What follows belongs to an exercise in optimizing a design on an open flow for small area, a short achievable clock period and few clock cycles; a production flow would make more cautious choices. The RTL was checked by simulation tests, not by an equivalence proof against the original design.

--- flow/config.mk ---
export PLATFORM = sky130hd
export DESIGN_NAME = pll_solver
export DESIGN_NICKNAME = pll_solver
export VERILOG_FILES = /design/flow/design.v
export SDC_FILE = /design/flow/constraint.sdc
export NUM_CORES = 4
export LEC_CHECK = 0
export CAP_MARGIN = 20
export CORE_MARGIN = 2
export CORE_UTILIZATION = 40
export SLEW_MARGIN = 20
--- flow/constraint.sdc ---
create_clock -name core_clock -period 200.0 [get_ports {clk}]
set_input_delay 40.0000 -clock core_clock [delete_from_list [all_inputs] [get_ports {clk}]]
set_output_delay 40.0000 -clock core_clock [all_outputs]
set_load 0.01 [all_outputs]
--- flow/design.v ---
module pll_solver (
    input  wire        clk,
    input  wire        rst,
    input  wire        start,
    input  wire [31:0] pclk,
    input  wire [31:0] refclk,
    input  wire [7:0]  dpi_lanes,
    input  wire [7:0]  dsi_lanes,
    input  wire [15:0] hsw,
    input  wire [15:0] hbp,
    input  wire [15:0] vsw,
    input  wire [15:0] vbp,
    output wire        ready,
    output reg         done,
    output reg  [2:0]  err,
    output reg         valid,
    output reg  [8:0]  fbd,
    output reg  [3:0]  prd,
    output reg  [1:0]  frs,
    output reg  [31:0] pll_freq,
    output wire [31:0] bitclk,
    output reg  [31:0] target,
    output reg  [31:0] hsync,
    output reg  [16:0] vsync
);
    localparam integer K = 4;    
    localparam integer J = 4;    
    localparam [2:0] ERR_NONE         = 3'd0;
    localparam [2:0] ERR_OUT_OF_RANGE = 3'd1;
    localparam [2:0] ERR_NO_SOLUTION  = 3'd2;
    localparam [2:0] ERR_BAD_CONFIG   = 3'd4;
    localparam [3:0] S_IDLE   = 4'd0;
    localparam [3:0] S_SETUP  = 4'd1;    
    localparam [3:0] S_MULX   = 4'd2;    
    localparam [3:0] S_TDIV   = 4'd3;    
    localparam [3:0] S_TDIVW  = 4'd4;    
    localparam [3:0] S_RANGE  = 4'd5;    
    localparam [3:0] S_QS     = 4'd6;    
    localparam [3:0] S_SEARCH = 4'd7;    
    localparam [3:0] S_SPEC   = 4'd8;    
    localparam [3:0] S_SPECB  = 4'd9;    
    localparam [3:0] S_FIN    = 4'd10;   
    localparam [3:0] S_MULP   = 4'd11;   
    localparam [3:0] S_HDIV   = 4'd12;   
    localparam [3:0] S_HDIVW  = 4'd13;   
    reg [3:0] state;
    assign ready  = (state == S_IDLE);
    assign bitclk = {1'b0, pll_freq[31:1]};
    reg [31:0] c_pclk;
    reg [31:0] c_ref;
    reg [7:0]  c_dpi;
    reg [7:0]  c_dsi;
    reg [24:0] h_a;      
    reg [15:0] h_b;      
    reg [16:0] v_a;      
    reg [15:0] v_b;      
    function [32:0] sdiv;    
        input [3:0]  r0;
        input [28:0] y;
        input [4:0]  v;
        reg   [3:0]  rr;
        reg   [5:0]  t;
        reg   [28:0] q;
        integer i;
        begin
            rr = r0;
            for (i = 28; i >= 0; i = i - 1) begin
                t    = {1'b0, rr, y[i]} - {1'b0, v};
                q[i] = !t[5];
                rr   = t[5] ? {rr[2:0], y[i]} : t[3:0];
            end
            sdiv = {rr, q};
        end
    endfunction
    reg  [31:0] dv_r;
    reg  [31:0] dv_z;
    reg  [31:0] dvi_r;
    reg  [31:0] dvi_z;
    reg  [31:0] dvi_v;
    reg  [31:0] dvo_r;
    reg  [31:0] dvo_z;
    always @(*) begin : wide_div
        reg [33:0] t;
        integer k;
        dvo_r = dvi_r;
        dvo_z = dvi_z;
        for (k = 0; k < K; k = k + 1) begin
            t     = {1'b0, dvo_r, dvo_z[31]} - {2'b0, dvi_v};
            dvo_r = t[33] ? {dvo_r[30:0], dvo_z[31]} : t[31:0];
            dvo_z = {dvo_z[30:0], !t[33]};
        end
    end
    reg  [32:0] mu_acc;
    reg  [27:0] mu_b;
    reg  [32:0] mui_acc;
    reg  [27:0] mui_b;
    reg  [31:0] mui_mc;
    reg  [32:0] muo_acc;
    reg  [27:0] muo_b;
    always @(*) begin : mult
        reg [33:0] s;
        integer j;
        muo_acc = mui_acc;
        muo_b   = mui_b;
        for (j = 0; j < J; j = j + 1) begin
            s = {1'b0, muo_acc} + (muo_b[0] ? {2'b0, mui_mc} : 34'd0);
            muo_acc = s[33:1];
            muo_b   = {s[0], muo_b[27:1]};
        end
    end
    reg [4:0]  cnt;       
    reg [1:0]  mjob;      
    reg [3:0]  mcnt;
    reg  [1:0]  s_frs;
    reg  [3:0]  p;
    reg  [11:0] q;
    reg  [31:0] r;
    reg         found;
    reg         best_sgn;           
    reg         hslow;              
    wire [11:0] qs = dv_z[11:0];    
    wire [31:0] rs = dv_r;          
    wire [29:0] lo_c = (s_frs == 2'd0) ? 30'd500000000 :
                       (s_frs == 2'd1) ? 30'd250000000 :
                       (s_frs == 2'd2) ? 30'd125000000 : 30'd62500000;
    wire [29:0] tgt   = target[29:0];
    wire [29:0] wa    = {lo_c[28:0], 1'b0} - tgt;    
    wire [29:0] wb    = tgt - lo_c;                  
    wire [29:0] best_d = pll_freq[29:0];
    wire        rz    = (r == 32'd0);
    wire [12:0] na    = {1'b0, q} + {12'd0, ~rz};
    wire        spec  = (na >= 13'd513);
    wire [4:0]  pp1   = {1'b0, p} + 5'd1;
    wire [31:0] xa    = rz ? 32'd0 : (c_ref - r);
    wire [31:0] ya    = xa >> s_frs;
    wire        a_ovf = ({2'b0, ya[31:29]} >= pp1);
    wire [32:0] sda   = sdiv(ya[32-1:29] & 4'hF, ya[28:0], pp1);
    wire [28:0] da    = sda[28:0];
    wire        a_ok  = !spec && !a_ovf && ({1'b0, da} < wa);
    wire [43:0] xb    = (state == S_SPECB) ? {mu_acc[31:0], mu_b[27:16]}
                                           : {12'd0, rz ? c_ref : r};
    wire [43:0] yb    = xb >> s_frs;
    wire        b_low = (s_frs == 2'd0) ? 1'b0 :
                        (s_frs == 2'd1) ? xb[0] :
                        (s_frs == 2'd2) ? (xb[1:0] != 2'd0) : (xb[2:0] != 3'd0);
    wire        b_ovf = (yb[43:29] >= {10'd0, pp1});
    wire [39:0] xprod = {mu_acc[31:0], mu_b[27:20]};
    wire        t_sat = (xprod[39:32] >= c_dsi);
    wire        sdb_t = (state == S_TDIV);
    wire [32:0] sdb   = sdiv(sdb_t ? xprod[35:32] : yb[32:29],
                             sdb_t ? xprod[31:3]  : yb[28:0],
                             sdb_t ? c_dsi[4:0]   : pp1);
    wire [29:0] db    = {1'b0, sdb[28:0]} + {29'd0, (sdb[32:29] != 4'd0) | b_low};
    wire        nb_ok = (state == S_SPECB) || (na >= 13'd2);
    wire        b_ok  = (state == S_SPECB || !spec) && !b_ovf && nb_ok && (db <= wb);
    wire        b_better = b_ok && (!found || db < best_d);
    wire        a_better = a_ok && (!(found || b_ok) ||
                                    (b_better ? ({1'b0, da} < db) : ({1'b0, da} < best_d)));
    wire        found_n  = found | a_ok | b_ok;
    wire        exact    = a_ok && (da == 29'd0);
    wire [11:0] fbd_a  = rz ? q - 12'd1 : q;
    wire [11:0] fbd_b  = (state == S_SPECB) ? 12'd511 : (rz ? q - 12'd2 : q - 12'd1);
    wire [32:0] rsum  = {1'b0, r} + {1'b0, rs};
    wire [33:0] rdif  = {1'b0, rsum} - {2'b0, c_ref};
    wire        cy    = !rdif[33];
    wire [31:0] r_n   = cy ? rdif[31:0] : rsum[31:0];
    wire [11:0] q_n   = q + qs + {11'd0, cy};
    wire [29:0] c_fin = tgt + (best_sgn ? best_d : ~best_d) + {29'd0, ~best_sgn};
    wire [19:0] p_hi  = mu_acc[23:4];
    wire [31:0] p_lo  = {mu_acc[3:0], mu_b};
    wire        h_fast = ({12'd0, p_hi} < c_pclk);
    wire        cfg_ok = (c_pclk != 32'd0) && (c_ref != 32'd0) &&
                         (c_dpi != 8'd0) && (c_dsi != 8'd0);
    wire        in0 = (target < 32'd1000000000) && (target >= 32'd500000000);
    wire        in1 = (target < 32'd500000000)  && (target >= 32'd250000000);
    wire        in2 = (target < 32'd250000000)  && (target >= 32'd125000000);
    wire        in3 = (target < 32'd125000000)  && (target >= 32'd62500000);
    wire [1:0]  frs_r = in0 ? 2'd0 : in1 ? 2'd1 : in2 ? 2'd2 : 2'd3;
    wire [29:0] s_val = tgt << frs_r;
    always @(*) begin
        dvi_r = dv_r;
        dvi_z = dv_z;
        dvi_v = c_ref;
        case (state)
            S_TDIV: begin
                dvi_r = {27'd0, xprod[39:35]};
                dvi_z = xprod[34:3];
                dvi_v = {24'd0, c_dsi};
            end
            S_TDIVW: dvi_v = {24'd0, c_dsi};
            S_RANGE: begin
                dvi_r = {14'd0, s_val[29:12]};
                dvi_z = {s_val[11:0], 20'd0};
            end
            S_HDIV: begin
                dvi_r = h_fast ? {12'd0, p_hi} : 32'd0;
                dvi_z = h_fast ? p_lo : {p_hi, 12'd0};
                dvi_v = c_pclk;
            end
            S_HDIVW: begin
                dvi_v = c_pclk;
                if (cnt == 5'd0) dvi_z = p_lo;    
            end
            default: ;
        endcase
    end
    always @(*) begin
        mui_acc = mu_acc;
        mui_b   = mu_b;
        mui_mc  = c_pclk;
        case (state)
            S_SETUP: begin
                mui_acc = 33'd0;
                mui_b   = {20'd0, c_dpi};
            end
            S_MULX: ;
            S_SEARCH: begin    
                mui_acc = {1'b0, r};
                mui_b   = {16'd0, q - 12'd512};
                mui_mc  = c_ref;
            end
            S_SPEC: mui_mc = c_ref;
            S_FIN: begin
                mui_acc = 33'd0;
                mui_b   = {1'b0, c_fin[29:3]};
                mui_mc  = {7'd0, h_a};
            end
            S_MULP: mui_mc = {7'd0, h_a};
            default: begin
                mui_mc = {15'd0, h_a[16:0]};
                if (mcnt == 4'd0) begin
                    mui_acc = 33'd0;
                    mui_b   = {20'd0, c_dsi};
                end
            end
        endcase
    end
    always @(posedge clk) begin
        if (rst) begin
            state    <= S_IDLE;
            done     <= 1'b0;
            err      <= ERR_NONE;
            valid    <= 1'b0;
            fbd      <= 9'd0;
            prd      <= 4'd0;
            frs      <= 2'd0;
            pll_freq <= 32'd0;
            target   <= 32'd0;
            hsync    <= 32'd0;
            vsync    <= 17'd0;
        end else begin
            done <= 1'b0;
            case (state)
                S_IDLE: begin
                    c_pclk <= pclk;
                    c_ref  <= refclk;
                    c_dpi  <= dpi_lanes;
                    c_dsi  <= dsi_lanes;
                    h_a    <= {9'd0, hsw};
                    h_b    <= hbp;
                    v_a    <= {1'b0, vsw};
                    v_b    <= vbp;
                    if (start)
                        state <= S_SETUP;
                end
                S_SETUP: begin
                    if (!cfg_ok) begin
                        err   <= ERR_BAD_CONFIG;
                        done  <= 1'b1;
                        state <= S_IDLE;
                    end else begin
                        h_a    <= {8'd0, h_a[16:0] + {1'b0, h_b}};
                        v_a    <= v_a + {1'b0, v_b};
                        mu_acc <= muo_acc;
                        mu_b   <= muo_b;
                        cnt    <= J;
                        mcnt   <= 4'd0;
                        state  <= (J >= 8) ? S_TDIV : S_MULX;
                    end
                end
                S_MULX: begin
                    mu_acc <= muo_acc;
                    mu_b   <= muo_b;
                    cnt    <= cnt + J;
                    if (cnt + J >= 8)
                        state <= S_TDIV;
                end
                S_TDIV: begin
                    if (t_sat) begin
                        target <= 32'hFFFFFFFF;
                        err    <= ERR_OUT_OF_RANGE;
                        valid  <= 1'b0;
                        done   <= 1'b1;
                        state  <= S_IDLE;
                    end else if (c_dsi <= 8'd16) begin
                        target <= {sdb[28:0], 3'b000};
                        state  <= S_RANGE;
                    end else begin
                        dv_r  <= dvo_r;
                        dv_z  <= dvo_z;
                        cnt   <= K;
                        state <= S_TDIVW;
                    end
                end
                S_TDIVW: begin
                    dv_r <= dvo_r;
                    dv_z <= dvo_z;
                    cnt  <= cnt + K;
                    if (cnt + K >= 32) begin
                        target <= {dvo_z[28:0], 3'b000};
                        state  <= S_RANGE;
                    end
                end
                S_RANGE: begin
                    s_frs <= frs_r;
                    found <= 1'b0;
                    p     <= 4'd0;
                    if (!(in0 || in1 || in2 || in3)) begin
                        err   <= ERR_OUT_OF_RANGE;
                        valid <= 1'b0;
                        done  <= 1'b1;
                        state <= S_IDLE;
                    end else if (s_val[29:12] >= c_ref) begin
                        err   <= ERR_NO_SOLUTION;
                        valid <= 1'b0;
                        done  <= 1'b1;
                        state <= S_IDLE;
                    end else begin
                        dv_r  <= dvo_r;
                        dv_z  <= dvo_z;
                        cnt   <= K;
                        if (K >= 12) begin
                            q     <= dvo_z[11:0];
                            r     <= dvo_r;
                            state <= S_SEARCH;
                        end else
                            state <= S_QS;
                    end
                end
                S_QS: begin
                    dv_r <= dvo_r;
                    dv_z <= dvo_z;
                    cnt  <= cnt + K;
                    if (cnt + K >= 12) begin
                        q     <= dvo_z[11:0];
                        r     <= dvo_r;
                        state <= S_SEARCH;
                    end
                end
                S_SEARCH: begin
                    if (spec) begin
                        mu_acc <= muo_acc;
                        mu_b   <= muo_b;
                        cnt    <= J;
                        state  <= (J >= 12) ? S_SPECB : S_SPEC;
                    end else begin
                        found <= found_n;
                        if (a_better) begin
                            fbd      <= fbd_a[8:0];
                            prd      <= p;
                            frs      <= s_frs;
                            pll_freq <= {3'd0, da};
                            best_sgn <= 1'b1;
                        end else if (b_better) begin
                            fbd      <= fbd_b[8:0];
                            prd      <= p;
                            frs      <= s_frs;
                            pll_freq <= {2'd0, db};
                            best_sgn <= 1'b0;
                        end
                        p <= p + 4'd1;
                        q <= q_n;
                        r <= r_n;
                        if (exact || p == 4'd15)
                            state <= found_n ? S_FIN : S_IDLE;
                        if (!exact && p == 4'd15 && !found_n) begin
                            err   <= ERR_NO_SOLUTION;
                            valid <= 1'b0;
                            done  <= 1'b1;
                        end
                    end
                end
                S_SPEC: begin
                    mu_acc <= muo_acc;
                    mu_b   <= muo_b;
                    cnt    <= cnt + J;
                    if (cnt + J >= 12)
                        state <= S_SPECB;
                end
                S_SPECB: begin
                    found <= found_n;
                    if (b_better) begin
                        fbd      <= fbd_b[8:0];
                        prd      <= p;
                        frs      <= s_frs;
                        pll_freq <= {2'd0, db};
                        best_sgn <= 1'b0;
                    end
                    if (found_n)
                        state <= S_FIN;
                    else begin
                        err   <= ERR_NO_SOLUTION;
                        valid <= 1'b0;
                        done  <= 1'b1;
                        state <= S_IDLE;
                    end
                end
                S_FIN: begin
                    pll_freq <= {2'd0, c_fin};
                    mu_acc   <= muo_acc;
                    mu_b     <= muo_b;
                    cnt      <= J;
                    state    <= S_MULP;
                end
                S_MULP: begin
                    mu_acc <= muo_acc;
                    mu_b   <= muo_b;
                    cnt    <= cnt + J;
                    if (cnt + J >= 28)
                        state <= S_HDIV;
                end
                S_HDIV: begin
                    dv_r  <= dvo_r;
                    dv_z  <= dvo_z;
                    hslow <= !h_fast;
                    cnt   <= K;
                    state <= S_HDIVW;
                end
                S_HDIVW: begin
                    dv_r <= dvo_r;
                    dv_z <= dvo_z;
                    if (hslow && cnt + K >= 20) begin
                        hslow <= 1'b0;
                        cnt   <= 5'd0;
                    end else begin
                        cnt <= cnt + K;
                    end
                    if (!hslow && cnt + K >= 32) begin
                        hsync <= dvo_z;
                        vsync <= v_a;
                        err   <= ERR_NONE;
                        valid <= 1'b1;
                        done  <= 1'b1;
                        state <= S_IDLE;
                    end
                end
                default: state <= S_IDLE;
            endcase
            if (state == S_TDIV || state == S_TDIVW || state == S_RANGE || state == S_QS) begin
                if (mcnt < 4'd8) begin
                    mu_acc <= muo_acc;
                    mu_b   <= muo_b;
                    mcnt   <= mcnt + J;
                    if (mcnt + J >= 8)
                        h_a <= {muo_acc[16:0], muo_b[27:20]};
                end
            end
        end
    end
endmodule
--- flow/run.sh ---
#!/bin/bash
# synth_recipe.tcl (not shown) runs the flow's synth.tcl, then flattens the netlist and writes it again
# the make line also repeats each setting of config.mk as NAME=value (left out here)
make -C /OpenROAD-flow-scripts/flow DESIGN_CONFIG=/design/flow/config.mk WORK_HOME=/design/flow/orfs CLKGATE_MAP_FILE= SYNTH_SCRIPT=/design/flow/synth_recipe.tcl finish
==> impl_metrics.env <==
export IMPL_worstPathMaxFanout=43
export IMPL_required_ns=200.61
export IMPL_cts_buffer_depth=3
export IMPL_grt_usage_pct=34.9
export IMPL_r2r_slack_ns=139.59
export IMPL_gr_total_overflow=0
export IMPL_r2r_end="pll_freq[30]$_SDFFE_PP0P_"
export IMPL_first_iter_violations=8550
export IMPL_yosysTopAreaCell="ha_1"
export IMPL_dp_hpwl_um=244000
export IMPL_arrival_ns=61.02
export IMPL_cp_top_family="compound AO/OA/AOI/OAI gates"
export IMPL_fin_nets=9631
export IMPL_max_stage_delay_ns=0.97
export IMPL_rows=149
export IMPL_layout_commonest_cell="ha_1"
export IMPL_coreArea_mm2=0.165
export IMPL_io_buffers=311
export IMPL_area_growth_pct=12.4
export IMPL_holdCritStartpoint="vsync[1]$_SDFFE_PP0P_"
export IMPL_syn_nets=9430
export IMPL_drc=0
export IMPL_status="no timing/DRC/antenna violations"
export IMPL_ctsHtreeMaxLevel=3
export IMPL_slew_headroom_pct=14.4
export IMPL_final_cell_mix="970 x ha_1, 766 x a21oi_1, 746 x nand2_1"
export IMPL_crit_start="r[3]$_DFFE_PP_"
export IMPL_path_common_cell="o21ai_0"
export IMPL_clkSinkCount=474
export IMPL_start_util_pct=40.4
export IMPL_final_area_mm2=0.0751
export IMPL_fin_crit_sh_pct=30.2
export IMPL_die_h_um=413
export IMPL_setup_violations_final=0
export IMPL_slowest_stage="xnor2_1"
export IMPL_max_freq_mhz=16.6
export IMPL_end_kind="flop"
export IMPL_firstDrtPassIters=10
export IMPL_dieArea_mm2=0.170
export IMPL_syn_avg_cell_area_um2=8.11
export IMPL_path_depth=238
export IMPL_clk_insertion_delay_late_ns=0.74
export IMPL_numCtsBuffers=68
export IMPL_synth_warnings=1
export IMPL_num_vias=67700
export IMPL_r2r_start="r[3]$_DFFE_PP_"
export IMPL_drive_gt1_share_pct=7.32
export IMPL_grt_max_degree=73
export IMPL_hold_class="flop to flop"
export IMPL_tns_ns=0
export IMPL_wl_per_cell_um=28.6
export IMPL_netlist_area_leader_share_pct=18.2
export IMPL_placed_area_mm2=0.0727
export IMPL_grt_pass1_wl_um=439000
export IMPL_synth_seq_cells=474
export IMPL_rsz0062_at_grt="no"
export IMPL_crit_type="flop to flop"
export IMPL_clockRootBuffer="clkbuf_16"
export IMPL_via_per_inst=6.33
export IMPL_wirelength_um=306000
export IMPL_syn_area_mm2=0.0668
export IMPL_finalHoldViolations=0
export IMPL_syn_instance_count=8238
export IMPL_synth_area_top_cells="ha_1 18%, edfxtp_1 15%, a21oi_1 5.8%"
export IMPL_routabilityCongestion=1.06
export IMPL_period_needed_ns=60.41
export IMPL_cts_setup_buffers=0
export IMPL_first_global_vias=63500
export IMPL_num_io_pins=313
export IMPL_die_x_um=413
export IMPL_clkSlewWorstSetupHoldPaths_ns=0.07
export IMPL_ys_flop_type="edfxtp_1"
export IMPL_holdBufCountCts=0
export IMPL_synth_distinct_cells=103
export IMPL_antenna_left=0
export IMPL_cts_tree="built"
export IMPL_r2r_cells=238
export IMPL_endpoint="pll_freq[30]$_SDFFE_PP0P_"
export IMPL_synthArstFlopShare_pct=0
export IMPL_start_kind="flop"
export IMPL_ys_seq_area_share_pct=19.3
export IMPL_finClkSkew_ns=0.0624
export IMPL_synth_edf_count=339
export IMPL_worstMarginPinSlew_ns=1.27
export IMPL_path_buf_inv=7
export IMPL_drv_cap=0
export IMPL_cts_resized=0
export IMPL_grt_antenna_before_repair=11
export IMPL_drv_slew=0
==> per-stage QoR <==
stage | hold WS (ns) | util [%] | cells | setup slack, ns
after floorplan | 0.476 | - | 8238 | 151.33
after global placement | 0.446 | 44.0 | 10600 | 140.01
after detailed placement | 0.447 | 44.0 | 10600 | 139.85
after CTS | 0.458 | 45.4 | 10700 | 139.67
after global routing | 0.470 | 45.4 | 10700 | 133.28
final | 0.455 | 45.4 | 10700 | 139.59
==> final cells by class <==
type	instances	area, um2
diodes	6	15.0
clock buffers	86	1920
clock inverters	37	415
fillers	16500	90200
inverters	546	2050
multi-input cells	6859	50600
flip-flops and latches	474	12900
well taps	2189	2740
repair buffers	490	4480
==> sequential cells by signal (all words and copies together), names as in the netlist, 28 cells and up <==
register	cells
dv_r	32
dv_z	32
c_ref	32
pll_freq	32
r	32
c_pclk	32
mu_acc	33
mu_b	28
target	30
hsync	32
==> kinds of logic (layout without fill, tap and decap cells) <==
| family | Yosys count | in the layout | share of synthesized area, % |
|---|---|---|---|
| AO/OA/AOI/OAI | 2529 | 2529 | 24.2 |
| XOR/XNOR | 526 | 526 | 6.90 |
| adder cells (fa/ha/maj) | 1046 | 1046 | 20.4 |
| buffers and inverters | 905 | 1159 | 5.35 |
| flip-flops | 474 | 474 | 19.3 |
| multiplexers | 461 | 461 | 7.63 |
| other | 1 | 7 | 0.00561 |
| AND/OR/NAND/NOR | 2296 | 2296 | 16.2 |
==> worst reg2reg max path: cells and delay by family (launching register included) <==
family                     cells  cell delay, ns
AOI/OAI and AO/OA            102           21.02
and+or+nand+nor               67           15.25
muxes                         29           11.36
adders and majority gates     32            9.21
buffers and inverters          7            1.91
xor gates and xnor gates       1            0.97
DFF                            1            0.49
==> how the worst min path moves through the flow <==
| stage | end | slack, ns | cells past startpoint |
|---|---|---|---|
| after floorplan | err[1]$_SDFFE_PP0P_ | 0.48 | 2 |
| after global placement | hsync[14]$_SDFFE_PP0P_ | 0.45 | 2 |
| after detailed placement | hsync[4]$_SDFFE_PP0P_ | 0.45 | 2 |
| after CTS | hsync[9]$_SDFFE_PP0P_ | 0.46 | 2 |
| after global routing | hsync[21]$_SDFFE_PP0P_ | 0.47 | 2 |
| final | vsync[1]$_SDFFE_PP0P_ | 0.45 | 2 |
==> layer usage <==
layer  global-route usage, %  part of all wire [%]  up-vias
met3                    8.09                   9.9      976
met1                    43.2                    39    32400
li1                        -                     -    30700
met4                    22.0                   7.7       10
met2                    54.4                    43     3596
met5                       0                 0.030        -
==> cell usage after synthesis (72+ instances only) <==
master	instances
ha_1	971
o21a_1	100
clkbuf_1	271
nand2b_1	117
mux2_2	191
nand4_1	72
nand3_1	141
fa_1	74
nor2_1	580
a211oi_1	83
a21oi_1	775
o22ai_1	72
mux2i_1	246
nor2b_1	131
xnor2_1	352
nand2_1	751
nor3_1	150
edfxtp_1	339
o21ai_0	535
a21o_1	285
xor2_1	174
dfxtp_1	135
and2_1	111
inv_1	538
Testbench counts, summed over its fixed seeds: cycles 6,770.

## what the ideal ports hide
Ports are ideal in the flow. The routed layout listed here was re-timed in OpenROAD.
Step 1 (the two cells are an assumption about what drives the block):
set clk [get_ports {clk}]
set_driving_cell -lib_cell sky130_fd_sc_hd__clkbuf_16 $clk
set_driving_cell -lib_cell sky130_fd_sc_hd__buf_2 [delete_from_list [all_inputs] $clk]
Step 2 moves the port delays by t, midway between the first and last clock arrival at a register: inputs arrive t later, outputs are due t later. That takes back most of the time a late clock gives input paths.
Three values: ideal, step 1, step 2; two values: the first two.
shift t [ns]: 0.791
setup slack, ns: 139.586 / 139.585 / 139.585
latest minus earliest clock arrival (ns): 0.063 / 0.063
After both steps setup and hold are still met in this run. The setup slack of this run moves by -0.001 ns with the drivers and by -0.001 ns with both steps.
